What follows belongs to an exercise in optimizing a design on an open flow for a short achievable clock period and few clock cycles per item; a production flow would make more cautious choices.
Only simulation tests tie the RTL to the original design; equivalence was not proved.
No activity file was given, so power comes from the tool's default toggle rates.

==> inputs of build 12 <==
Design ada_rx, start of the top module:
module ada_rx (
    input  wire        clk,
    input  wire        rst,         
    input  wire        in_valid,
    input  wire [7:0]  in_data,
    output wire        in_ready,
    output wire        out_valid,
    input  wire        out_ready,
    output wire [1:0]  out_kind,    
    output wire [31:0] out_data,
    output wire        out_last
);
    localparam [2:0] ERR_CRC           = 3'd1,
                     ERR_OVERSIZE      = 3'd2,
                     ERR_UNKNOWN_NAME  = 3'd3,
                     ERR_NAME_TOO_LONG = 3'd4,
                     ERR_RESYNC        = 3'd5,
                     ERR_MALFORMED     = 3'd6,
                     ERR_ALLOC         = 3'd7;
    localparam [1:0] KIND_ERR  = 2'd1,
                     KIND_HDR  = 2'd2,
                     KIND_WORD = 2'd3;
    function [31:0] crc_update(input [31:0] c_in, input [7:0] bb);
        integer k;
        reg [31:0] c;
        begin
            c = c_in ^ {24'd0, bb};
            for (k = 0; k < 8; k = k + 1)
                c = c[0] ? ((c >> 1) ^ 32'hEDB88320) : (c >> 1);
            crc_update = c;
        end
    endfunction
    reg        rst_q;
    reg        in_rdy;
    reg        v0;
    reg [7:0]  b0;
    reg [5:0]  rdw;       
    reg [5:0]  wcw;       
    reg [5:0]  ws;        
    reg [4:0]  erd;       
    reg [4:0]  ewr;       
    reg [4:0]  ewr_vis;   
    reg        ph_pay;
    wire [5:0] w_used  = ws - rdw;
    wire [4:0] e_used  = ewr - erd;
    wire       room    = (!ph_pay || w_used != 6'd32) && (e_used <= 5'd14);
    assign in_ready = in_rdy;
    always @(posedge clk) begin
        rst_q  <= rst;
        in_rdy <= !rst && room;
        v0     <= in_valid && in_rdy;
        b0     <= in_data;
    end
    reg         v1;
    reg [7:0]   b1;
    reg [127:0] ceq;       
    reg         is00;
    integer     ci;
    always @(posedge clk) begin
        v1   <= v0 && !rst_q;
        b1   <= b0;
        is00 <= (b0 == 8'h00);
        for (ci = 0; ci < 128; ci = ci + 1)
            ceq[ci] <= (b0 == ci);
    end
    reg [1:0]  ms;         
    reg        ph_seek, ph_name, ph_len, ph_crc;
    reg [13:0] npos;       
    reg [5:0]  nlen;       
    reg        nfull;      
    reg [15:0] m;          
    reg [15:0] e;          
    reg [3:0]  id;
    reg [1:0]  lcnt;
    reg [7:0]  l0;         
    reg        l0_gt50, l0_gt80;
  ...
export LEC_CHECK = 0
export ABC_CLOCK_PERIOD_IN_PS = 3000
export CAP_MARGIN = 20
export CORE_MARGIN = 2
export CORE_UTILIZATION = 55
export CTS_CLUSTER_DIAMETER = 60
export CTS_CLUSTER_SIZE = 28
export SLEW_MARGIN = 20
create_clock -name core_clock -period 11.0 [get_ports {clk}]
standard.sh (not shown) runs the stock make flow with config.mk's settings and CLKGATE_MAP_FILE= SYNTH_SCRIPT=/design/flow/synth_recipe.tcl, a recipe that flattens the netlist after the stock synthesis.
==> flow/flow/run.sh <==
#!/bin/bash
set -euo pipefail
bash standard.sh SETUP_SLACK_MARGIN=7.8 finish > standard.log 2>&1
==> build 10 (differences from build 12) <==
--- a/flow/design.v
+++ b/flow/design.v
@@ -43,15 +43,15 @@
     reg        ph_pay;
     wire [5:0] w_used  = ws - rdw;
     wire [4:0] e_used  = ewr - erd;
     wire       room    = (!ph_pay || w_used != 6'd32) && (e_used <= 5'd14);
     assign in_ready = in_rdy;
     always @(posedge clk) begin
         rst_q  <= rst;
-        in_rdy <= !rst && room;
+        in_rdy <= room;
         v0     <= in_valid && in_rdy;
         b0     <= in_data;
     end
     reg         v1;
     reg [7:0]   b1;
     reg [127:0] ceq;       
     reg         is00;
@@ -507,39 +507,49 @@
     always @(posedge clk)
         if (e_we) evq[e_wa] <= e_wd;
     reg        p_valid, h_valid;
     reg [1:0]  p_kind,  h_kind;
     reg [31:0] p_data,  h_data;
     reg        p_last,  h_last;
     reg [5:0]  wleft;      
+    reg [31:0] rsel;       
+    reg [31:0] ring_rd;
+    integer    ri;
+    always @* begin
+        ring_rd = 32'd0;
+        for (ri = 0; ri < 32; ri = ri + 1)
+            ring_rd = ring_rd | (ring[ri] & {32{rsel[ri]}});
+    end
     wire        ld    = !h_valid || out_ready;
     wire        e_av  = (erd != ewr_vis);
     wire [10:0] ev_rd = evq[erd[3:0]];
     wire        w_av   = (wleft != 6'd0);
     wire        n_val  = w_av || e_av;
     wire [1:0]  n_kind = w_av ? KIND_WORD : ev_rd[10] ? KIND_HDR : KIND_ERR;
     wire        n_last = w_av ? (wleft == 6'd1) : ev_rd[10] ? (ev_rd[5:0] == 6'd0) : 1'b1;
-    wire [31:0] n_data = w_av      ? ring[rdw[4:0]] :
+    wire [31:0] n_data = w_av      ? ring_rd :
                          ev_rd[10] ? {18'd0, ev_rd[5:0], 4'd0, ev_rd[9:6]} :
                                      {29'd0, ev_rd[8:6]};
     always @(posedge clk) begin
         if (rst_q) begin
             ewr_vis <= 5'd0;
             erd     <= 5'd0;
             rdw     <= 6'd0;
+            rsel    <= 32'd1;
             wleft   <= 6'd0;
             p_valid <= 1'b0;
             h_valid <= 1'b0;
         end else begin
             ewr_vis <= ewr;
             p_valid <= ld ? n_val : h_valid;
             h_valid <= ld ? n_val : p_valid;
             if (ld) begin
                 if (w_av) begin
                     rdw   <= rdw + 6'd1;
+                    rsel  <= {rsel[30:0], rsel[31]};
                     wleft <= wleft - 6'd1;
                 end else if (e_av) begin
                     erd   <= erd + 5'd1;
                     if (ev_rd[10])
                         wleft <= ev_rd[5:0];
                 end
             end
Settings changed: CORE_UTILIZATION 55 to 70.
==> run summary <==
| quantity | build 12 | build 10 |
|---|---|---|
| Run status | finished clean | finished clean |
| Register bit count reported by yosys | 1635 | 1662 |
| Clock group power | 0.00478 W | 0.00446 W |
| Internal power component | 0.0106 W | 0.00957 W |
| Layout overhead on the synthesized area | 12.7% | 11.0% |
| Maximum number of pins on one net before global-route repair | 74 | 70 |
| Number of placed instances with taps included | 4922 | 4937 |
| Met2 Usage GRT | 43.5% | 61.1% |
| Y dimension of the die | 344 µm | 301 µm |
| Crit share post-route | 31.4% | 31.2% |
| Sum of routed wire length over all layers | 159 mm | 177 mm |
| Total number of vias | 33200 | 37700 |
| Pwr Density | 202 nW/µm² | 188 nW/µm² |
| Share of total power in sequential cells | 48.6% | 54.5% |
| Effective utilization at floorplan | 55.5% | 70.3% |
| Synth Area in Compound Gates | 3.66% | 9.88% |
| Area fraction of clock buffers and clock inverters | 6.06% | 5.68% |
| Non-clock inverter total of the final layout | 56 | 59 |
| Die Area | 118000 µm² | 90800 µm² |
| Number of buffers created by CTS | 119 | 103 |
| Multi-In Gates | 1596 | 1899 |
| R2R Setup Slk | 7900 ps | 7940 ps |
| Cells on worst reg2reg path | 9 | 3 |
| Fraction of power spent switching nets | 26.7% | 25.7% |
Testbench counts of build 12, summed over its fixed seeds: cycles 48,250, bytes 47,847.
Testbench counts of build 10, summed over its fixed seeds: cycles 48,218, bytes 47,847.

[re-timing with driven ports]
How much do the figures lean on ideal ports? The routed layouts below were timed once more, with nothing changed but the port constraints. Step 1 assumes that a clkbuf_16 drives the clock port and a buf_2 every other input. Step 2 times the ports against the registers' clock, not the clock port: input delays grow and output delays shrink by t, the midpoint of the rising clock arrivals with the driver on. Three values: ideal, step 1, step 2; two values: the first two.
| run | shift t [ns] | setup slack, ns | clock arrival spread, ns | worst slew at a driven data input, ns |
|---|---|---|---|---|
| build 12 | 0.786 | 7.550 / 7.481 / 7.154 | 0.032 / 0.031 | 0.04 |
| build 10 | 0.784 | 7.567 / 7.503 / 7.458 | 0.060 / 0.061 | 0.04 |
After both steps setup and hold are still met in every run listed. The setup slack of build 12, which loses most, moves by -0.069 ns with the drivers and by -0.396 ns with both steps.
